Background: an optimization exercise with open tools, aiming at small area. Do not read the settings as production practice.
Only simulation tests tie the RTL to the original design; equivalence was not proved.
Power is estimated from default activity; no workload was simulated.

==> flow/design.v <==
module ptc_decoder #(
    parameter integer W        = 32,    
    parameter integer SHORT_LO = 350,
    parameter integer SHORT_HI = 650,
    parameter integer LONG_LO  = 1050,
    parameter integer LONG_HI  = 1950,
    parameter integer SYNC_LO  = 2800,
    parameter integer SYNC_HI  = 5200,
    parameter integer KIND     = 0,     
    parameter integer VLONG    = 0,     
    parameter integer HASPAR   = 0,     
    parameter integer HASCONST = 0,     
    parameter integer REARM    = 0,     
    parameter integer N        = 13,    
    parameter integer KW       = 5      
) (
    input  wire         clk,
    input  wire         rst,
    input  wire         ev_ts,
    input  wire         ev_arg,
    input  wire [31:0]  ts,
    input  wire [31:0]  arg,
    input  wire         do_enable,
    input  wire         do_disable,
    input  wire         do_init,
    input  wire [7:0]   init_mm1,      
    input  wire         do_cbret,
    output reg          msg_stb,
    output wire [W-1:0] msg,
    output wire         recv_next
);
    localparam integer KIND_PW2 = 0;
    localparam integer KIND_PP  = 1;
    localparam integer KIND_VAR = 2;
    reg          en;
    reg          insync;
    reg [KW-1:0] k;
    reg          ph;
    reg          first;
    wire [W-1:0] cand;
    reg          px;
    reg          pm;          
    wire [W-1:0] prev;
    reg  [7:0]   rep;
    reg  [7:0]   mm1;         
    reg          in_cb;
    wire [31:0]  lt;          
    wire        ev  = ev_ts | ev_arg;
    wire        act = ev & en;
    wire [31:0] xn;
    wire        c_short, c_long, in_sync;
    wire        st_ld = act | rst;
    ptc_stamp u_stamp (
        .clk(clk), .ts(ts), .arg(arg),
        .s_ts(ev_ts & !rst), .s_arg(!ev_ts & !rst), .ldn(!st_ld), .hold(!st_ld),
        .xn(xn), .lt(lt)
    );
    ptc_class #(
        .N(N), .SHORT_LO(SHORT_LO), .SHORT_HI(SHORT_HI), .LONG_LO(LONG_LO),
        .LONG_HI(LONG_HI), .SYNC_LO(SYNC_LO), .SYNC_HI(SYNC_HI)
    ) u_class (
        .xn(xn), .lt(lt), .c_short(c_short), .c_long(c_long), .c_sync(in_sync)
    );
    reg sym_more, sym_bit, sym_b;
    always @* begin
        case (KIND)
            KIND_PW2: begin
                sym_more = !ph && c_short;
                sym_bit  = ph && (c_short || c_long);
                sym_b    = c_long;
            end
            KIND_PP: begin
                sym_more = !ph && (c_short || c_long);
                sym_bit  = ph && (first ? c_short : c_long);
                sym_b    = first;
            end
            default: begin  
                sym_more = !ph && c_short;
                sym_bit  = ph ? c_short : c_long;
                sym_b    = ph ? (VLONG == 0) : (VLONG != 0);
            end
        endcase
    end
    genvar gi;
    wire          k_clr = act && !insync;
    wire          k_inc = act && insync && sym_bit;
    wire [KW-1:0] k0 = k & {KW{!k_clr}};
    wire [KW:0]   kc;
    wire [KW-1:0] n_k;
    assign kc[0] = k_inc;
    generate
        for (gi = 0; gi < KW; gi = gi + 1) begin : g_k
            assign n_k[gi]  = k0[gi] ^ kc[gi];
            assign kc[gi+1] = k0[gi] & kc[gi];
        end
    endgenerate
    wire [W-1:0] sh_cand = {cand[W-2:0], sym_b};
    wire         bit_ok  = act && insync && sym_bit;
    wire         last    = (k == W - 1);
    wire         bad_cst = (HASCONST != 0) && (k == 8) && (sh_cand[2:0] != 3'b110);
    wire         valid   = bit_ok && last && ((HASPAR == 0) || !(px ^ sym_b));
    wire         bmatch = (sym_b == cand[W-1]);
    wire         match  = pm && bmatch;
    wire         hit   = match ? (rep == mm1) : (mm1 == 8'd0);
    wire         r_keep = !rst && !do_init && (!valid || (match && !hit));
    wire         r_inc  = !rst && !do_init && valid && !hit;
    wire [7:0]   r0     = rep & {8{r_keep}};
    wire [8:0]   rc;
    wire [7:0]   n_rep;
    assign rc[0] = r_inc;
    generate
        for (gi = 0; gi < 8; gi = gi + 1) begin : g_rep
            assign n_rep[gi] = r0[gi] ^ rc[gi];
            assign rc[gi+1]  = r0[gi] & rc[gi];
        end
    endgenerate
    wire         disp  = valid && hit && !in_cb;
    reg e_insync;
    always @* begin
        e_insync = insync;
        if (act) begin
            if (!insync)
                e_insync = in_sync;
            else if (sym_more)
                e_insync = 1'b1;
            else if (sym_bit)
                e_insync = !bad_cst && (!last || (valid && REARM != 0));
            else
                e_insync = 1'b0;
        end
    end
    wire e_in_cb  = in_cb || disp;
    wire n_in_cb  = e_in_cb && !do_cbret;
    wire n_insync = e_insync && !do_enable && !do_init && !(do_cbret && e_in_cb);
    assign recv_next = n_insync && (|n_k[KW-1:2]);
    always @(posedge clk) begin
        k   <= n_k;
        rep <= n_rep;
        if (act) begin
            ph    <= insync && sym_more;
            first <= c_long;
            if (!insync) begin
                px <= 1'b0;
                pm <= 1'b1;
            end else if (sym_bit) begin
                px <= !last && (px ^ sym_b);
                pm <= last || (pm && bmatch);
            end
        end
    end
    wire c_sh = act && insync && sym_bit;
    wire c_pl = act && !insync;
    ptc_cand #(.W(W)) u_cand (.clk(clk), .pl(c_pl), .sh(c_sh), .hold(!c_sh && !c_pl),
                              .p(prev), .b(sym_b), .q(cand));
    ptc_hold  #(.W(W)) u_prev (.clk(clk), .ld(valid), .hold(!valid), .d(sh_cand), .q(prev));
    ptc_hold  #(.W(W)) u_msg  (.clk(clk), .ld(disp && !rst), .hold(!disp && !rst),
                               .d(sh_cand), .q(msg));
    always @(posedge clk) begin
        if (rst) begin
            en      <= 1'b0;
            insync  <= 1'b0;
            in_cb   <= 1'b0;
            msg_stb <= 1'b0;
        end else begin
            insync  <= n_insync;
            in_cb   <= n_in_cb;
            msg_stb <= disp;
            if (do_enable || do_init)
                en <= 1'b1;
            else if (do_disable)
                en <= 1'b0;
        end
    end
    wire m_ld   = do_init && !rst;
    wire m_hold = !do_init && !rst;
    always @(posedge clk)
        mm1 <= (init_mm1 & {8{m_ld}}) | (mm1 & {8{m_hold}}) | {7'd0, rst};
endmodule
module ptc_stamp (
    input  wire        clk,
    input  wire [31:0] ts,
    input  wire [31:0] arg,
    input  wire        s_ts,
    input  wire        s_arg,
    input  wire        ldn,       
    input  wire        hold,      
    output wire [31:0] xn,
    output reg  [31:0] lt
);
    assign xn = ~((ts & {32{s_ts}}) | (arg & {32{s_arg}}));
    always @(posedge clk)
        lt <= (~xn & ~{32{ldn}}) | (lt & {32{hold}});
endmodule
module ptc_class #(
    parameter integer N        = 13,
    parameter integer SHORT_LO = 350,
    parameter integer SHORT_HI = 650,
    parameter integer LONG_LO  = 1050,
    parameter integer LONG_HI  = 1950,
    parameter integer SYNC_LO  = 2800,
    parameter integer SYNC_HI  = 5200
) (
    input  wire [31:0] xn,
    input  wire [31:0] lt,
    output wire        c_short,
    output wire        c_long,
    output wire        c_sync
);
    wire [31:0]  p, g;
    wire [N:0]   c;
    wire [N-1:0] s;
    genvar gi;
    generate
        for (gi = 0; gi < 32; gi = gi + 1) begin : g_ha
            if (gi == 0 || gi >= N) begin : g_h
                ptc_ha u_ha (.a(xn[gi]), .b(lt[gi]), .s(p[gi]), .co(g[gi]));
            end
        end
        for (gi = 1; gi < N; gi = gi + 1) begin : g_fa
            ptc_fa u_fa (.a(xn[gi]), .b(lt[gi]), .ci(c[gi]), .s(s[gi]), .co(c[gi+1]));
        end
    endgenerate
    assign c[0] = 1'b0;
    assign c[1] = g[0];
    assign s[0] = p[0];
    wire [N-1:0] d  = ~s;
    wire [31:N]  cy = {g[30:N], c[N]};
    wire hz = &(p[31:N] ^ cy);
    function automatic ge_c(input [N-1:0] v, input integer cst);
        integer i;
        reg r;
        begin
            r = 1'b1;
            for (i = 0; i < N; i = i + 1)
                r = ((cst >> i) & 1) ? (v[i] & r) : (v[i] | r);
            ge_c = r;
        end
    endfunction
    assign c_short = hz && ge_c(d, SHORT_LO) && !ge_c(d, SHORT_HI);
    assign c_long  = hz && ge_c(d, LONG_LO)  && !ge_c(d, LONG_HI);
    assign c_sync  = hz && ge_c(d, SYNC_LO)  && !ge_c(d, SYNC_HI);
endmodule
module ptc_cand #(
    parameter integer W = 32
) (
    input  wire         clk,
    input  wire         pl,
    input  wire         sh,
    input  wire         hold,
    input  wire [W-1:0] p,
    input  wire         b,
    output reg  [W-1:0] q
);
    always @(posedge clk)
        q <= (p & {W{pl}}) | ({q[W-2:0], b} & {W{sh}}) | (q & {W{hold}});
endmodule
module ptc_hold #(
    parameter integer W = 32
) (
    input  wire         clk,
    input  wire         ld,
    input  wire         hold,
    input  wire [W-1:0] d,
    output reg  [W-1:0] q
);
    always @(posedge clk)
        q <= (d & {W{ld}}) | (q & {W{hold}});
endmodule
module ptc_ha (
    input  wire a,
    input  wire b,
    output wire s,
    output wire co
);
    assign s  = a ^ b;
    assign co = a & b;
endmodule
module ptc_fa (
    input  wire a,
    input  wire b,
    input  wire ci,
    output wire s,
    output wire co
);
    assign s  = a ^ b ^ ci;
    assign co = (a & b) | (ci & (a ^ b));
endmodule
module ptc_rx (
    input  wire        clk,
    input  wire        rst,
    input  wire [4:0]  edge_stb,
    input  wire [31:0] ts,
    input  wire        ms_tick,
    input  wire        cmd_stb,
    input  wire [7:0]  cmd,
    input  wire [31:0] arg_a,
    output reg         res_stb,
    output reg         res,
    output wire [4:0]  msg_stb,
    output wire [31:0] msg_aur,
    output wire [31:0] msg_wt4,
    output wire [29:0] msg_liv,
    output wire [23:0] msg_kop,
    output wire [35:0] msg_quh
);
    localparam [3:0] OP_EDGE    = 4'd1;
    localparam [3:0] OP_ENABLE  = 4'd2;
    localparam [3:0] OP_DISABLE = 4'd3;
    localparam [3:0] OP_INIT    = 4'd4;
    localparam [3:0] OP_POLL    = 4'd5;
    localparam [3:0] OP_ISRECV  = 4'd6;
    localparam [3:0] OP_CBRET   = 4'd7;
    reg        isr_pend;
    reg [2:0]  isr_pid;
    reg [15:0] isr_leftn;    
    wire [3:0] op  = cmd[7:4];
    wire [2:0] pid = cmd[2:0];
    wire cmd_ok = cmd_stb && !cmd[3] && !(pid[2] && (pid[1] || pid[0]));    
    wire cmd_acc = cmd_ok && (!isr_pend || op == OP_EDGE || op == OP_CBRET);
    wire [4:0] sel = 5'b00001 << pid;
    wire [4:0] c_edge    = (cmd_acc && op == OP_EDGE)    ? sel : 5'd0;
    wire [4:0] c_enable  = (cmd_acc && op == OP_ENABLE)  ? sel : 5'd0;
    wire [4:0] c_disable = (cmd_acc && op == OP_DISABLE) ? sel : 5'd0;
    wire [4:0] c_init    = (cmd_acc && op == OP_INIT)    ? sel : 5'd0;
    wire [4:0] c_cbret   = (cmd_acc && op == OP_CBRET)   ? sel : 5'd0;
    wire       c_poll    = cmd_acc && op == OP_POLL;
    wire       c_isrecv  = cmd_acc && op == OP_ISRECV;
    wire [4:0] ev_arg = c_edge & ~edge_stb;
    wire [4:0] recv_next;
    wire [8:0] mb;
    wire [7:0] init_mm1;
    assign mb[0] = |arg_a[7:0];
    genvar gi;
    generate
        for (gi = 0; gi < 8; gi = gi + 1) begin : g_mm1
            assign init_mm1[gi] = arg_a[gi] ^ mb[gi];
            assign mb[gi+1]     = !arg_a[gi] & mb[gi];
        end
    endgenerate
    wire [16:0] lc;
    wire [15:0] leftn1;
    assign lc[0] = ms_tick;
    generate
        for (gi = 0; gi < 16; gi = gi + 1) begin : g_left
            assign leftn1[gi] = isr_leftn[gi] ^ lc[gi];
            assign lc[gi+1]   = isr_leftn[gi] & lc[gi];
        end
    endgenerate
    ptc_decoder #(
        .W(32), .SHORT_LO(350), .SHORT_HI(650), .LONG_LO(1050), .LONG_HI(1950),
        .SYNC_LO(2800), .SYNC_HI(5200), .KIND(0), .VLONG(0),
        .HASPAR(1), .HASCONST(0), .REARM(0), .N(13), .KW(5)
    ) u_aur (
        .clk(clk), .rst(rst), .ev_ts(edge_stb[0]), .ev_arg(ev_arg[0]), .ts(ts), .arg(arg_a),
        .do_enable(c_enable[0]), .do_disable(c_disable[0]), .do_init(c_init[0]),
        .init_mm1(init_mm1), .do_cbret(c_cbret[0]),
        .msg_stb(msg_stb[0]), .msg(msg_aur), .recv_next(recv_next[0])
    );
    ptc_decoder #(
        .W(32), .SHORT_LO(700), .SHORT_HI(1300), .LONG_LO(1400), .LONG_HI(2600),
        .SYNC_LO(700), .SYNC_HI(1300), .KIND(2), .VLONG(0),
        .HASPAR(1), .HASCONST(1), .REARM(1), .N(12), .KW(5)
    ) u_wt4 (
        .clk(clk), .rst(rst), .ev_ts(edge_stb[1]), .ev_arg(ev_arg[1]), .ts(ts), .arg(arg_a),
        .do_enable(c_enable[1]), .do_disable(c_disable[1]), .do_init(c_init[1]),
        .init_mm1(init_mm1), .do_cbret(c_cbret[1]),
        .msg_stb(msg_stb[1]), .msg(msg_wt4), .recv_next(recv_next[1])
    );
    ptc_decoder #(
        .W(30), .SHORT_LO(98), .SHORT_HI(182), .LONG_LO(294), .LONG_HI(546),
        .SYNC_LO(784), .SYNC_HI(1456), .KIND(2), .VLONG(1),
        .HASPAR(0), .HASCONST(0), .REARM(0), .N(11), .KW(5)
    ) u_liv (
        .clk(clk), .rst(rst), .ev_ts(edge_stb[2]), .ev_arg(ev_arg[2]), .ts(ts), .arg(arg_a),
        .do_enable(c_enable[2]), .do_disable(c_disable[2]), .do_init(c_init[2]),
        .init_mm1(init_mm1), .do_cbret(c_cbret[2]),
        .msg_stb(msg_stb[2]), .msg(msg_liv), .recv_next(recv_next[2])
    );
    ptc_decoder #(
        .W(24), .SHORT_LO(84), .SHORT_HI(156), .LONG_LO(252), .LONG_HI(468),
        .SYNC_LO(672), .SYNC_HI(1248), .KIND(1), .VLONG(0),
        .HASPAR(0), .HASCONST(0), .REARM(0), .N(11), .KW(5)
    ) u_kop (
        .clk(clk), .rst(rst), .ev_ts(edge_stb[3]), .ev_arg(ev_arg[3]), .ts(ts), .arg(arg_a),
        .do_enable(c_enable[3]), .do_disable(c_disable[3]), .do_init(c_init[3]),
        .init_mm1(init_mm1), .do_cbret(c_cbret[3]),
        .msg_stb(msg_stb[3]), .msg(msg_kop), .recv_next(recv_next[3])
    );
    ptc_decoder #(
        .W(36), .SHORT_LO(245), .SHORT_HI(451), .LONG_LO(900), .LONG_HI(1251),
        .SYNC_LO(1960), .SYNC_HI(3640), .KIND(0), .VLONG(0),
        .HASPAR(0), .HASCONST(0), .REARM(0), .N(12), .KW(6)
    ) u_quh (
        .clk(clk), .rst(rst), .ev_ts(edge_stb[4]), .ev_arg(ev_arg[4]), .ts(ts), .arg(arg_a),
        .do_enable(c_enable[4]), .do_disable(c_disable[4]), .do_init(c_init[4]),
        .init_mm1(init_mm1), .do_cbret(c_cbret[4]),
        .msg_stb(msg_stb[4]), .msg(msg_quh), .recv_next(recv_next[4])
    );
    wire poll_cmd = recv_next[pid];
    wire poll_isr = recv_next[isr_pid];
    always @(posedge clk)
        isr_leftn <= c_isrecv ? ~arg_a[15:0] : leftn1;
    always @(posedge clk) begin
        if (rst) begin
            res_stb  <= 1'b0;
            res      <= 1'b0;
            isr_pend <= 1'b0;
        end else begin
            res_stb <= 1'b0;
            if (c_poll) begin
                res_stb <= 1'b1;
                res     <= poll_cmd;
            end else if (c_isrecv) begin
                if (poll_cmd) begin
                    res_stb <= 1'b1;
                    res     <= 1'b1;
                end else begin
                    isr_pend <= 1'b1;
                    isr_pid  <= pid;
                end
            end else if (isr_pend) begin
                if (poll_isr) begin
                    res_stb  <= 1'b1;
                    res      <= 1'b1;
                    isr_pend <= 1'b0;
                end else if (ms_tick) begin
                    if (&isr_leftn) begin
                        res_stb  <= 1'b1;
                        res      <= 1'b0;
                        isr_pend <= 1'b0;
                    end
                end
            end
        end
    end
endmodule
==> flow/flow/run.sh <==
#!/bin/bash
# The standard layout (standard.sh, which logs each step under orfs/logs),
# with three changes: the smallest buffer on each port instead of the default
# port buffer; the synthesis buffers removed at floorplan so that
# repair_design buffers only what the placed design needs; and no dummy loads
# in the clock tree, whose leaf buffers are clkbuf_8.
set -euo pipefail
export BUFFER_PORTS_ARGS="-buffer_cell sky130_fd_sc_hd__buf_1"
export REMOVE_ABC_BUFFERS=1
export CTS_ARGS="-sink_clustering_enable -repair_clock_nets -sink_clustering_size 15 -sink_clustering_max_diameter 60 -sink_clustering_buffer sky130_fd_sc_hd__clkbuf_8 -dont_use_dummy_load"
bash standard.sh > flow_make.log 2>&1
==> flow/standard.sh <==
#!/bin/bash
# synth_recipe.tcl (not shown) runs the flow's synth.tcl, then flattens the netlist and writes it again
# the make line also repeats each setting of config.mk as NAME=value (left out here)
make -C /OpenROAD-flow-scripts/flow DESIGN_CONFIG=/design/flow/config.mk WORK_HOME=/design/flow/orfs CLKGATE_MAP_FILE= SYNTH_SCRIPT=/design/flow/synth_recipe.tcl "${@:-finish}"
==> flow/config.mk <==
export PLATFORM = sky130hd
export DESIGN_NAME = ptc_rx
export DESIGN_NICKNAME = ptc_rx
export VERILOG_FILES = /design/flow/design.v
export SDC_FILE = /design/flow/constraint.sdc
export NUM_CORES = 4
export LEC_CHECK = 0
export CAP_MARGIN = 20
export CORE_MARGIN = 2
export CORE_UTILIZATION = 45
export CTS_CLUSTER_DIAMETER = 60
export CTS_CLUSTER_SIZE = 15
export PLACE_DENSITY = 0.6
export SLEW_MARGIN = 20
export SYNTH_HIERARCHICAL = 1
==> flow/constraint.sdc <==
create_clock -name core_clock -period 12.0 [get_ports {clk}]
set_input_delay 2.4000 -clock core_clock [delete_from_list [all_inputs] [get_ports {clk}]]
set_output_delay 2.4000 -clock core_clock [all_outputs]
set_load 0.01 [all_outputs]
==> flow_results.org, run 1 <==
** Route
- After the first detailed-routing iteration, the DRC count stood at 2491.
- Initial DRT Pass Iterations :: 10
- Routed metal-1 wirelength :: 37010 um
- The highest layer touched by signal routing is met5.
- Detailed route wirelength on metal3 :: 5069 um
- For this block, the routed nets add up to 83790 um of wire.
- DR vias/cell :: 5.809
- The count of nets left with antenna violations once routing finished came out at 0.
- In the routed design, unresolved DRC markers number 0.
- Metal2 WL :: 39350 um
- Vias after detailed routing :: 25006
- Average wire per cell in the routed design :: 19.46 um

** Global route
- The number of global-route vias before repair came to 24636.
- Global-route usage over all layers :: 21.24%
- Initial antenna violation count :: 17
- The first global-routing pass estimated 134000 um of wire.
- Overall overflow remaining after global route :: 0
- Entering global routing, the biggest net connects 65 pins.

** Floorplanning
- The floorplan step defined a die boundary enclosing 77080 sq um.
- The floorplan has 100 rows.
- Core area :: 74320 sq um
- In this run the horizontal extent of the chip is 277.6 um.
- Starting density of the core :: 45.34%
- I/O pin cnt :: 242
- Die height :: 277.6 um

** Clock tree
- TritonCTS built the clock tree.
- Clock sink count :: 783
- The tree is rooted in a clkbuf_16.
- After clock tree synthesis, the clock-pin slew on the worst setup and hold paths is 0.07 ns.
- After clock tree synthesis, the repair step resized 0 gates.
- Clock latency reported for the late side of the worst-skew pair :: 0.59 ns
- CTS built an H-tree with a depth of 3.
- In this run, post-CTS hold repair placed 0 buffers.
- The longest clock path from root to sink contains 3 buffers.
- Number of setup buffers added after CTS :: 0
- Cts bufs inserted :: 70

** Synth
- In the post-synthesis netlist, the biggest area contributors are dfxtp_1, a22o_1, ha_1, a222oi_1, a22oi_1.
- Most area-hungry cell type in the Yosys netlist :: dfxtp_1
- Summing every instance area after synthesis gives 33700 sq um.
- Xor-xnor portion of the synthesized cell area :: 4.185%
- Sequential share of the synthesized area :: 46.99%
- Fraction of the mapped netlist area in simple logic gates :: 8.934%
- Number of distinct library cell variants in the gate-level netlist after synthesis :: 90
- Synth top area share :: 45.57%
- Synthesized-area fraction occupied by ao, oa, aoi and oai cells :: 22.08%
- Synthesis produced a netlist whose cell count is 3153.
- The synthesized design contains 16 enable-type register cells.
- Flip-flop and latch count after synthesis :: 783
- For this run, the number of Yosys warnings is 26.
- Adder-Cell Fraction of Synth Area :: 10.04%
- Mux contribution to synthesized area :: 1.285%
- Main combinational cell family by area after synthesis :: compound AO/OA/AOI/OAI gates
- Share of flip-flops with an asynchronous set or reset :: 0%
- The average instance in the mapped netlist occupies 10.69 sq um.
- The most used flip-flop cell after synthesis is dfxtp_1.

** STA
- The hold violation count in the final report is 0.
- Setup repair after global routing missed its margin :: no
- In this run the tightest slew margin relative to its limit is 29.23%.
- Top achievable clock speed :: 87.02 MHz
- Post-route fraction of the period consumed by the critical path :: 95.76%
- The clock arrives with 0.05194 ns of skew.
- Post-layout min period :: 11.49 ns
- Number of failing setup endpoints in the final timing report :: 0
- Worst Max-Slew Pin Slew :: 1.059 ns
- Minimum hold slack :: 0.4655 ns
- Count of final max-slew check failures :: 0

** Power
- Comb power frac :: 13.3%
- Of the total power, the share spent switching nets is 26.23%.
- For this design the static power due to leakage is 15.01 nW.
- Summed over all nets, the switching power comes to 1.256 mW.
- The internal portion of the total power is 3.534 mW.
- Pwr Density :: 132.6 nW/um^2
- IR analysis of the VDD net gives a maximum drop of 80.55 uV.
- Per report_power, the clock group accounts for 30.1% of the total.
- Sequential cells burn 56.7% of the power.

** Critical path
- STA classifies the critical path endpoint as a register.
- Cell mode on critical path :: fa_1
- Longest individual stage delay on the worst path :: 0.74 ns
- STA puts the critical path data required time at 12.24 ns.
- At the worst endpoint, the arrival time is 11.73 ns.
- Startpoint Class :: primary input
- Of all nets on the critical path, the largest fanout is 4.
- The worst setup path is of the primary input to register kind.
- The slowest stage of the critical path belongs to the cell nor4_1.

** Finish
- Cells fill 48.62% of the core in the end.
- For this run, the post-layout net count is 3651.
- Post-route cell area :: 36130 sq um
- Area growth from synthesis to layout :: 7.233%
- In the final layout, the share of cells above drive strength 1 is 7.357%.
- Number of standard cells in the layout, taps in and fillers out :: 4305

** Worst hold path
- The path class of the tightest hold or removal check is register to register.

** Placed design
- I/O Buffers :: 241
- HPWL Detailed :: 59070 um
- Post-place instance area :: 34940 sq um
- Including well taps, the total number of placed cells is 4224.
- The congestion estimate from routability-driven global placement came to 0.9197.

** Outcome
- The flow ran to the end and the layout has no timing, DRC or antenna violations.

** Flow run
- Number of max-cap violations :: 0
[final timing paths]
path / startpoint / end / slack (ns) / cells past startpoint
worst max-delay path: edge_stb[4] / isr_pid[1]$_DFFE_PP_ / 0.51 / 31
worst min-delay path: u_kop.u_prev.q[13]$_DFF_P_ / u_kop.u_cand.q[13]$_DFF_P_ / 0.47 / 2
worst max register to register: u_quh.u_stamp.lt[0]$_DFF_P_ / isr_pid[1]$_DFFE_PP_ / 2.62 / 28
worst min register to register: u_kop.u_prev.q[13]$_DFF_P_ / u_kop.u_cand.q[13]$_DFF_P_ / 0.47 / 2
[Yosys cell counts (4+ instances only)]
cell and instances:
nand4_1 16, a211oi_1 13, nand3_1 22, and2_1 37
a22o_2 26, clkbuf_1 42, buf_4 16, dfxtp_1 767
and3_1 4, buf_6 79, a211o_1 6, nor2b_1 35
xnor2_1 123, nor3b_1 4, o21ai_1 27, inv_2 7
mux2i_1 41, a222oi_1 154, a21o_1 4, nand3b_1 7
nor4_2 16, a31oi_1 6, nor3_1 32, a21oi_1 35
ha_1 184, nand2b_1 11, a211oi_2 4, a22o_1 282
o21ai_0 178, buf_2 48, nor4_1 33, nand2_1 224
edfxtp_1 16, nor2_1 111, buf_1 6, inv_1 192
a22oi_1 161, fa_1 54, or3_1 4, or4_1 10
xor2_1 38
[worst max-delay path, delay by kind of cell]
kind / cells / cell delay [ns]
XOR/XNOR: 1 / 0.15
adder cells (fa/ha/maj): 17 / 5.35
multiplexers: 1 / 0.34
AO/OA/AOI/OAI: 4 / 0.96
buffers and inverters: 1 / 0.20
AND/OR/NAND/NOR: 7 / 2.29
[power groups by stage]
stage,sequential (mW),clock (mW),combinational [mW]
floorplan,2.77,0,0.454
global route,2.72,1.59,0.718
finish,2.72,1.44,0.635
detailed placement,2.78,0,0.627
global placement,2.77,0,0.602
CTS,2.71,1.50,0.631
[per-module statistics from Yosys (local to each module, per instance), excerpt]
module / cells inside / times used / area [sq um] / flip-flops and latches
ptc_rx: 178 / 1 / 1430 / 22
ptc_stamp: 140 / 5 / 1219 / 32
ptc_ha: 1 / 106 / 12.51 / 0
ptc_fa: 1 / 54 / 20.02 / 0
[layout by cell type (no fill, tap or decap), types with 10 or more instances in the layout]
cell type  instances
nor2b_1           30
nor4_1            31
nor2_2            13
a211oi_1          13
o21ai_1           27
inv_1            192
ha_1             184
a22o_2            26
buf_4             50
xor2_1            38
or4_1             10
nor2_1            93
nand4_1           16
a222oi_1         154
and2_1            37
dfxtp_1          767
o21ai_0          178
xnor2_1          123
nand3_1           22
nor4_2            18
buf_1            240
clkbuf_8          61
nand2_1          222
a22oi_1          161
a22o_1           282
edfxtp_1          16
mux2i_1           41
fa_1              54
nand2b_1          11
nor3_1            28
a21oi_1           33
[layout make-up]
cell class / count / area, sq um
inverters: 200 / 753.2
diodes: 6 / 15.01
flip-flops and latches: 783 / 15840
clock buffers: 70 / 1065
well taps: 969 / 1212
multi-input cells: 1979 / 15830
fillers: 6883 / 38190
repair buffers: 298 / 1419
[per-stage QoR]
step           setup WS (ns)  power [mW]  setup TNS, ns
5_1_grt              0.06775       5.028              0
3_3_place_gp          0.3360       3.372              0
4_1_cts               0.5866       4.846              0
3_5_place_dp        -0.04292       3.403        -0.1287
6_report              0.5090       4.790              0
2_1_floorplan         -1.560       3.219        -151.77
[registers in the layout, summed over array words and instances (netlist names), 30 cells and up]
register	flops
u_liv.u_cand.q	30
u_quh.u_msg.q	36
u_wt4.u_msg.q	32
u_liv.u_prev.q	30
u_wt4.u_prev.q	32
u_aur.u_cand.q	32
u_liv.u_stamp.lt	32
u_kop.u_stamp.lt	32
u_wt4.u_cand.q	32
u_liv.u_msg.q	30
u_quh.u_cand.q	36
u_aur.u_prev.q	32
u_quh.u_prev.q	36
u_aur.u_msg.q	32
u_aur.u_stamp.lt	32
u_wt4.u_stamp.lt	32
u_quh.u_stamp.lt	32
[routing by layer]
| metal | track usage (%) | vias to the layer above |
|---|---|---|
| met4 | 6.140 | 20 |
| met3 | 4.649 | 171 |
| met2 | 35.33 | 683 |
| met5 | 0 | - |
| li1 | - | 11996 |
| met1 | 27.70 | 12136 |
[logic make-up (layout without fill, tap and decap cells)]
kind of cell	count (synthesis)	in the layout
AOI/OAI and AO/OA	947	947
xor gates and xnor gates	161	161
adders and majority gates	238	238
buffers and inverters	391	568
DFF	783	783
muxes	43	43
other	0	6
and+or+nand+nor	590	590
==> run 2: changes to the inputs <==
==> flow/flow/run.sh (replaced) <==
#!/bin/bash
# The standard layout (standard.sh, which logs each step under orfs/logs),
# with three changes: the smallest buffer on each port instead of the default
# port buffer; the synthesis buffers removed at floorplan so that
# repair_design buffers only what the placed design needs; and no dummy loads
# in the clock tree.
set -euo pipefail
export BUFFER_PORTS_ARGS="-buffer_cell sky130_fd_sc_hd__buf_1"
export REMOVE_ABC_BUFFERS=1
export CTS_ARGS="-sink_clustering_enable -repair_clock_nets -sink_clustering_size 28 -sink_clustering_max_diameter 85 -dont_use_dummy_load"
bash standard.sh > flow_make.log 2>&1
==> flow/config.mk (replaced) <==
export PLATFORM = sky130hd
export DESIGN_NAME = ptc_rx
export DESIGN_NICKNAME = ptc_rx
export VERILOG_FILES = /design/flow/design.v
export SDC_FILE = /design/flow/constraint.sdc
export NUM_CORES = 4
export LEC_CHECK = 0
export CAP_MARGIN = 10
export CORE_MARGIN = 2
export CORE_UTILIZATION = 45
export CTS_CLUSTER_DIAMETER = 85
export CTS_CLUSTER_SIZE = 28
export PLACE_DENSITY = 0.6
export SLEW_MARGIN = 10
export SYNTH_HIERARCHICAL = 1
==> run 2 against run 1 <==
Against the previous run:
- first-iteration DRC count down 1.7%
- wire length down 0.40%
- cell count down 0.72%
- utilization down 0.13 points
- synthesized cell count unchanged
- sequential power about the same
- global-route usage down 0.21 points
- critical path type unchanged
- clock power about the same
- non-clock buffer count down 3
==> flow_results.org, run 2 <==
** Synth
- The share of synthesized area in the top cell type comes to 45.57%.
- Flip-flop and latch count after synthesis :: 783
- Cell types occupying the most area after synthesis :: dfxtp_1, a22o_1, ha_1, a222oi_1, a22oi_1
- Share of flip-flops with an asynchronous set or reset :: 0%
- Total of warnings raised by yosys :: 26
- Most area-hungry cell type in the Yosys netlist :: dfxtp_1
- Yosys instantiated no cell more often than dfxtp_1.
- Synthesized area :: 33700 sq um
- The commonest cells after synthesis are dfxtp_1, a22o_1, nand2_1, inv_1, ha_1.
- A synthesized cell averages 10.69 sq um.
- Number of distinct library cell variants in the gate-level netlist after synthesis :: 90
- The cell count after synthesis came out at 3153.
- Post-synth top flop :: dfxtp_1
- Sequential share of the synthesized area :: 46.99%
- In this run, synthesis inferred 16 flip-flops with an integrated enable.

** Floorplanning
- The floorplan step defined a die boundary enclosing 77080 sq um.
- The floorplan has 100 rows.
- Starting density of the core :: 45.34%
- I/O pin cnt :: 242
- In this run the standard cell core region covers 74320 sq um.
- In this run the horizontal extent of the chip is 277.6 um.
- Die height :: 277.6 um

** Global route
- Global-route wire length before repair :: 133300 um
- Global-route usage over all layers :: 21.03%
- Largest net degree at the start of global routing :: 65
- Initial antenna violation count :: 18
- Via count of the first global-routing pass :: 24408
- Summed over all layers, the global routing overflow is 0.

** Power
- For this design the ratio of total power to cell area is 133.0 nW/um^2.
- Static leakage :: 14.93 nW
- Max rail drop VDD :: 97.11 uV
- Tot Pwr :: 4.792 mW

** STA
- Setup repair after global routing left no endpoint under its margin.
- Number of failing setup endpoints in the final timing report :: 0
- Post-route clock skew :: 0.04433 ns
- After layout, the worst setup slack is 0.5181 ns.
- The number of pins exceeding their max-slew limit in the final report was 0.
- The worst pin sits at a relative slew slack of 16.54%.
- Top achievable clock speed :: 87.09 MHz
- The hold violation count in the final report came to 0.
- Post-layout min period :: 11.48 ns
- Hold is met by 0.4676 ns.
- Post-route fraction of the period consumed by the critical path :: 95.68%
- For the pin with the worst max-slew slack, the measured transition is 1.249 ns.

** Critical path
- STA classifies the critical path endpoint as a register.
- At the worst endpoint, the arrival time is 11.74 ns.
- Grouping stages by cell kind, the critical path spends the most delay in adder cells.
- The slowest stage of the critical path is the nor4_1 cell.
- Critical-path maximum fanout :: 4
- Data on the critical path is required at its endpoint by 12.26 ns.
- By instance count, the cell type seen most on the critical path is fa_1.
- Worst setup path category :: primary input to register
- Counting both buffers and inverters, the worst setup path holds a total of 1.
- Startpoint Class :: primary input
- Longest individual stage delay on the worst path :: 0.76 ns

** Placed design
- Setup Slack @ Placement :: -0.05917 ns
- I/O Buffers :: 241
- Final GP Congestion :: 0.9197
- HPWL Detailed :: 58970 um

** Clock tree
- Number of setup buffers added after CTS :: 0
- The clock passes through at most 3 buffers.
- CTS H-tree depth :: 2
- TritonCTS built the clock tree.
- Hold_buf cts :: 0
- Buffer cell driving the clock tree root :: clkbuf_16
- The number of gates resized after CTS was 0.
- The tree built by TritonCTS fans out to 783 sinks.
- Clock latency reported for the late side of the worst-skew pair :: 0.61 ns
- The number of clock buffers added by TritonCTS is 41.
- Clock slew seen by the registers of the worst setup and hold paths :: 0.09 ns

** Finish
- The filler cells instantiated in the layout total 6841.
- In the layout the commonest cells are dfxtp_1, a22o_1, buf_1.
- Compared with the post-synthesis result, the final layout area differs by 6.947%.
- Most frequent standard cell in the layout excluding fill and tap cells :: dfxtp_1
- The final layout contains 3619 nets.
- Registers with the most flip-flops :: u_quh.u_cand.q (36), u_quh.u_msg.q (36), u_quh.u_prev.q (36)
- Layout cell share with drive strength beyond 1 :: 6.367%

** Route
- The routed design uses 39340 um of met2 wire.
- Average wire per cell in the routed design :: 19.53 um
- After detailed routing, the number of remaining DRC violations is 0.
- Top sig layer :: met5
- Routed metal-1 wirelength :: 36890 um
- DR vias/cell :: 5.807
- In the detailed route, the total length drawn on met3 is 5237 um.
- Initial DRT Pass Iterations :: 9
- Antenna viol nets, final :: 0
- For this block, the initial DRC count from the detailed router was 2448.
- Total Wirelength :: 83460 um
- The detailed router placed 24818 vias in this run.

** Worst hold path
- In this run the worst hold path is classified as register to register.

** Flow run
- Max-cap violations in this run came to 0.

** Outcome
- The run finished with no timing, DRC or antenna violations.
## run 2: cell counts after synthesis
No cell type changed its count.
## run 2: through the flow
stage	instances	TNS, ns	utilization [%]	instance area (sq um)
after floorplan	2962	-151.77	-	32270
after global placement	4223	0	46.99	34920
after detailed placement	4223	-0.1775	46.99	34920
after CTS	4264	0	48.37	35950
after global routing	4267	0	48.46	36020
final	4274	0	48.49	36040
## run 2: cell type report
type	count	area (sq um)	share of cell area, %
Inverter	200	753.2	2.090
Timing Repair Buffer	295	1364	3.784
Clock buffer	41	1026	2.847
Tap cell	969	1212	3.364
Multi-Input combinational cell	1979	15830	43.92
Sequential cell	783	15840	43.94
Antenna cell	7	17.52	0.04861
## run 2: cells by family after synthesis
family,share of synthesized area [%]
adders and majority gates,10.04
AOI/OAI and AO/OA,22.08
xor gates and xnor gates,4.185
muxes,1.285
and+or+nand+nor,8.934
DFF,46.99
buffers and inverters,6.480
## run 2: per-module statistics from Yosys, one instance, submodules excluded, excerpt
module	copies in the design	flops+latches	cells inside
ptc_ha	106	0	1
ptc_fa	54	0	1
ptc_stamp	5	32	140
ptc_rx	1	22	178
## run 2: path summary, 6_finish.rpt
kind,endpoint,from,depth (start not counted),slack (ns)
setup / recovery,isr_pid[2]$_DFFE_PP_,edge_stb[4],31,0.52
hold / removal,u_liv.u_stamp.lt[25]$_DFF_P_,u_liv.u_stamp.lt[25]$_DFF_P_,2,0.47
setup reg to reg,isr_pid[2]$_DFFE_PP_,u_quh.u_stamp.lt[0]$_DFF_P_,28,2.64
hold reg to reg,u_liv.u_stamp.lt[25]$_DFF_P_,u_liv.u_stamp.lt[25]$_DFF_P_,2,0.47
## run 2: layer usage
layer	global-route usage (%)	up-vias
met1	27.83	12057
met4	5.544	22
met2	35.18	671
met5	0	-
met3	4.043	127
li1	-	11941
## run 2: worst register-to-register path, delay by kind of cell, from the launching register on
kind	cells	cell delay (ns)
adders and majority gates	17	5.32
and+or+nand+nor	6	2.09
AOI/OAI and AO/OA	3	0.82
muxes	1	0.33
DFF	1	0.32
xor gates and xnor gates	1	0.15
## run 2: where the power goes
part	internal (mW)	switching [mW]	total [mW]
clock	0.612	0.830	1.44
sequential	2.67	0.0416	2.71
combinational	0.267	0.368	0.635
total	3.55	1.24	4.79
==> run 3: changes to the inputs <==
--- a/flow/design.v
+++ b/flow/design.v
@@ -49,10 +49,9 @@
     wire        act = ev & en;
     wire [31:0] xn;
     wire        c_short, c_long, in_sync;
-    wire        st_ld = act | rst;
     ptc_stamp u_stamp (
         .clk(clk), .ts(ts), .arg(arg),
-        .s_ts(ev_ts & !rst), .s_arg(!ev_ts & !rst), .ldn(!st_ld), .hold(!st_ld),
+        .s_ts(ev_ts & en & !rst), .s_arg(!ev_ts & ev_arg & en & !rst), .hold(!act & !rst),
         .xn(xn), .lt(lt)
     );
     ptc_class #(
@@ -182,14 +181,13 @@
     input  wire [31:0] arg,
     input  wire        s_ts,
     input  wire        s_arg,
-    input  wire        ldn,       
-    input  wire        hold,      
+    input  wire        hold,
     output wire [31:0] xn,
     output reg  [31:0] lt
 );
-    assign xn = ~((ts & {32{s_ts}}) | (arg & {32{s_arg}}));
+    assign xn = ~((ts & {32{s_ts}}) | (arg & {32{s_arg}}) | (lt & {32{hold}}));
     always @(posedge clk)
-        lt <= (~xn & ~{32{ldn}}) | (lt & {32{hold}});
+        lt <= ~xn;
 endmodule
 module ptc_class #(
     parameter integer N        = 13,
--- a/flow/flow/run.sh
+++ b/flow/flow/run.sh
@@ -7,5 +7,5 @@
 set -euo pipefail
 export BUFFER_PORTS_ARGS="-buffer_cell sky130_fd_sc_hd__buf_1"
 export REMOVE_ABC_BUFFERS=1
-export CTS_ARGS="-sink_clustering_enable -repair_clock_nets -sink_clustering_size 28 -sink_clustering_max_diameter 85 -dont_use_dummy_load"
+export CTS_ARGS="-sink_clustering_enable -repair_clock_nets -sink_clustering_size 25 -sink_clustering_max_diameter 90 -dont_use_dummy_load"
 bash standard.sh > flow_make.log 2>&1
==> flow/config.mk (replaced) <==
export PLATFORM = sky130hd
export DESIGN_NAME = ptc_rx
export DESIGN_NICKNAME = ptc_rx
export VERILOG_FILES = /design/flow/design.v
export SDC_FILE = /design/flow/constraint.sdc
export NUM_CORES = 4
export LEC_CHECK = 0
export CAP_MARGIN = 20
export CORE_MARGIN = 2
export CORE_UTILIZATION = 45
export CTS_CLUSTER_DIAMETER = 90
export CTS_CLUSTER_SIZE = 25
export PLACE_DENSITY = 0.6
export SLEW_MARGIN = 20
export SYNTH_HIERARCHICAL = 1
==> run 3 against run 2 <==
Against the previous run:
- global-route usage grew 0.85 points
- via count grew 0.38%
- synthesized area shrank 0.71%
- flip-flop and latch count is the same
- die area shrank 0.69%
- critical path depth grew 8
- worst hold slack gained 0.0042 ns
- cell count shrank 2.4%
- total power shrank 13%
- sequential power shrank 3%
- critical endpoint unchanged
- largest power group unchanged
==> flow_results.org, run 3 <==
** Finish
- Area growth from synthesis to layout :: 8.369%
- Registers with the most flip-flops :: u_quh.u_cand.q (36), u_quh.u_msg.q (36), u_quh.u_prev.q (36)
- Leading cell types in the layout, fill and taps excluded :: dfxtp_1, inv_1, a222oi_1
- Most frequent standard cell in the layout excluding fill and tap cells :: dfxtp_1
- Number of standard cells in the layout, taps in and fillers out :: 4172
- Cells with a size suffix above 1 make up 9.097% of the layout.
- After the last flow step, the layout net total stands at 3531.

** Synth
- Counting flops and latches in the post-synthesis netlist gives 783.
- After technology mapping, the gate count stands at 2978.
- Post-synthesis average cell area :: 11.24 sq um
- Share of flip-flops with an asynchronous set or reset :: 0%
- Synthesized area :: 33460 sq um
- Synth cell count leaders :: dfxtp_1, inv_1, a222oi_1, a22o_1, ha_1
- The synthesized design devotes to its leading area cell type 45.89% of total area.
- Cell types occupying the most area after synthesis :: dfxtp_1, a222oi_1, a22o_1, ha_1, inv_1
- Number of distinct library cell variants in the gate-level netlist after synthesis :: 95
- Post-synth EDFFs :: 16
- Among all flip-flop cells after synthesis, the most frequent one is dfxtp_1.
- Most area-hungry cell type in the Yosys netlist :: dfxtp_1
- The Yosys step of the flow raised 26 warnings.
- Of the synthesized area, sequential elements account for 47.33%.
- Most numerous cell in the Yosys netlist :: dfxtp_1

** Route
- Total Wirelength :: 86260 um
- Initial DRT Pass Iterations :: 13
- DR vias/cell :: 5.971
- Dividing the detail-routed wire length by the instance count gives 20.68 um.
- Remaining routing DRC violations :: 0
- The count of nets left with antenna violations once routing finished came out at 0.
- The detailed router finished its first iteration with 2982 violations.
- Vias after detailed routing :: 24912

** Global route
- The total overflow left after global routing is 0.
- Global-route wire length before repair :: 137400 um
- Largest net degree at the start of global routing :: 47
- Via count of the first global-routing pass :: 24573
- Initial antenna violation count :: 2
- Global-route usage over all layers :: 21.89%

** Critical path
- The cell that appears most often on the critical path is fa_1.
- The worst register-to-register path ends at u_aur.rep[7]$_DFF_P_.
- CP Capture Type :: register
- Reg-to-reg slack, setup :: 2.70 ns
- Along the worst path, the maximum fanout reaches 4.
- STA puts the critical path data arrival time at 11.90 ns.
- Longest individual stage delay on the worst path :: 0.40 ns
- Reg2Reg Launch Point :: u_aur.en$_SDFFE_PP0P_
- Worst setup path category :: primary input to register
- WP data required :: 12.29 ns
- STA classifies the critical path startpoint as a primary input.
- Among all stages on the critical path, the largest delay is contributed by fa_1.
- Counting cells, the worst reg-to-reg path comes to 33.

** STA
- Setup repair after global routing could not meet its margin everywhere.
- The number of pins exceeding their max-slew limit in the final report was 0.
- Post-route fraction of the period consumed by the critical path :: 96.75%
- Minimum hold slack :: 0.4718 ns
- The hold violation count in the final report is 0.
- Post-route clock skew :: 0.03621 ns
- Worst Max-Slew Pin Slew :: 1.125 ns
- Post-layout min period :: 11.61 ns
- Top achievable clock speed :: 86.13 MHz
- Number of failing setup endpoints in the final timing report :: 0
- Relative max-transition margin :: 25.02%

** Clock tree
- The tree is rooted in a clkbuf_16.
- The H-tree generated during clock tree synthesis spans 2 levels.
- Clock latency reported for the late side of the worst-skew pair :: 0.60 ns
- Clock sink count :: 783
- TritonCTS built the clock tree.
- Cts bufs inserted :: 39
- Clock-pin slew was measured on the worst setup and hold paths at 0.09 ns.
- No sink is reached through more buffers than the 3 on the longest clock path.

** Floorplanning
- The initial utilization of the core area, before any placement, comes to 45.63%.
- Number of rows in the core area :: 99
- Measured along the x axis, the die boundary spans 276.7 um.
- I/O pin cnt :: 242
- Die height :: 276.7 um
- The die covers 76550 sq um.
- The total area inside the core boundary comes to 73330 sq um.

** Power
- Static leakage :: 16.63 nW
- Power spread over the standard cell area amounts to 115.4 nW/um^2.
- Max rail drop VDD :: 93.38 uV

** Worst hold path
- Hold Path Stages :: 2
- Class of the worst hold path :: register to register
- Worst Min Path Start :: u_aur.u_prev.q[0]$_DFF_P_
- Terminating pin of the worst hold path :: u_aur.u_cand.q[0]$_DFF_P_

** Placed design
- The count of buffers added on input and output ports is 241.
- HPWL Detailed :: 59410 um
- In this run, placement finished with an instance count of 4126.
- Final GP Congestion :: 0.8454

** Outcome
- The run finished with no timing, DRC or antenna violations.

** Flow run
- The tool flagged a number of max-cap violations equal to 0.
-- run 3: changes by cell type in the layout (fill, tap and decap cells not counted), moves of 73 or more --
cell	change
a222oi_1	+160
a22oi_1	-160
buf_4	+73
inv_1	+162
nand2_1	-160
o21ai_0	-165
-- run 3: what timing repair did --
item                                    4_1_cts  5_1_grt
hold buffers                                  0        0
buffers inserted                              0        4
endpoints found under the setup margin        0        9
gates resized for setup                       0       22
-- run 3: Yosys stat by module (local to each module, per instance), a selection --
module	cells inside	cell area (sq um)	copies in the design
ptc_rx	178	1430	1
ptc_stamp	105	1161	5
ptc_ha	1	12.51	106
ptc_fa	1	20.02	54
-- run 3: routing by layer --
layer / share of wire, % / vias to the layer above / GRT usage [%]
met4: 2.9 / 0 / 6.605
met3: 6.0 / 132 / 2.843
met1: 44 / 12374 / 29.31
met5: 0 / - / 0
li1: - / 11622 / -
met2: 47 / 784 / 36.83
-- run 3: area by class of cell --
class,count,area [sq um]
Multi-Input combinational cell,1658,14970
Clock buffer,39,975.9
Sequential cell,783,15840
Fill cell,6695,37070
Timing Repair Buffer,369,1914
Inverter,361,1358
Antenna cell,3,7.507
Tap cell,959,1200
-- run 3: cell families (layout without fill, tap and decap cells) --
logic type | count (synthesis) | after routing | synth area share, %
flip-flops | 783 | 783 | 47.33
buffers and inverters | 537 | 769 | 8.672
AND/OR/NAND/NOR | 429 | 429 | 7.315
adder cells (fa/ha/maj) | 238 | 238 | 10.11
AO/OA/AOI/OAI | 788 | 788 | 21.09
multiplexers | 42 | 42 | 1.264
XOR/XNOR | 161 | 161 | 4.214
other | 0 | 3 | 0
-- run 3: worst max-delay path by stage --
stage                      endpoint  cells after the start   start
2_1_floorplan  isr_pid[0]$_DFFE_PP_                     35  cmd[1]
3_3_place_gp   isr_pid[0]$_DFFE_PP_                     39  cmd[1]
3_5_place_dp   isr_pid[2]$_DFFE_PP_                     39  cmd[1]
4_1_cts        isr_pid[0]$_DFFE_PP_                     39  cmd[1]
5_1_grt        u_aur.rep[7]$_DFF_P_                     40  cmd[0]
6_report       isr_pid[2]$_DFFE_PP_                     39  cmd[0]
-- run 3: stage by stage --
stage | util [%] | worst slack (ns) | TNS [ns] | area [sq um] | total power, mW
finish | 49.45 | 0.3898 | 0 | 36260 | 4.184
global route | 49.44 | -0.02545 | -0.03397 | 36250 | 4.344
CTS | 49.27 | 0.06772 | 0 | 36130 | 4.232
detailed placement | 47.94 | -0.5399 | -4.136 | 35150 | 2.838
global placement | 47.94 | -0.1950 | -0.9834 | 35150 | 2.831
floorplan | - | -3.741 | -963.46 | 31910 | 2.748
-- run 3: worst max-delay path: cells and delay by family --
family	cells	cell delay, ns
adder cells (fa/ha/maj)	17	5.39
multiplexers	1	0.32
XOR/XNOR	1	0.15
AND/OR/NAND/NOR	11	2.11
AO/OA/AOI/OAI	5	0.94
buffers and inverters	4	0.58
-- run 3: where the power goes --
| group | internal [mW] | total (mW) | switching (mW) |
|---|---|---|---|
| clock | 0.584 | 1.40 | 0.820 |
| sequential | 2.62 | 2.63 | 0.0108 |
| combinational | 0.0405 | 0.146 | 0.105 |

[what the ideal ports hide]
No port has a modelled driver above. Below, the same layouts with a new extraction and two added sets of constraints.
Step 1 assumes that a clkbuf_16 drives the clock port and a buf_2 every other input.
Step 2 adds t to the input delays and takes it off the output delays; t is the mean of the earliest and latest rising clock arrival at the registers after step 1. Input paths then give back, and output paths get back, about the clock's delay inside the block.
Three values: ideal ports, drivers, drivers and shift; two values: the first two.
| run | t, ns | setup WS [ns] | worst hold slack (ns) | clock arrival spread, ns |
|---|---|---|---|---|
| run 1 | 0.638 | 0.509 / 0.472 / -0.166 | 0.465 / 0.465 / 0.465 | 0.056 / 0.056 |
| run 2 | 0.653 | 0.518 / 0.480 / -0.174 | 0.468 / 0.468 / 0.468 | 0.053 / 0.053 |
| run 3 | 0.647 | 0.390 / 0.434 / -0.213 | 0.472 / 0.472 / 0.472 | 0.041 / 0.041 |
Met with ideal ports but missed after step 2: setup timing in every run listed. For run 2, which loses most, drivers alone change the setup slack by -0.038 ns; drivers and shift together by -0.692 ns.
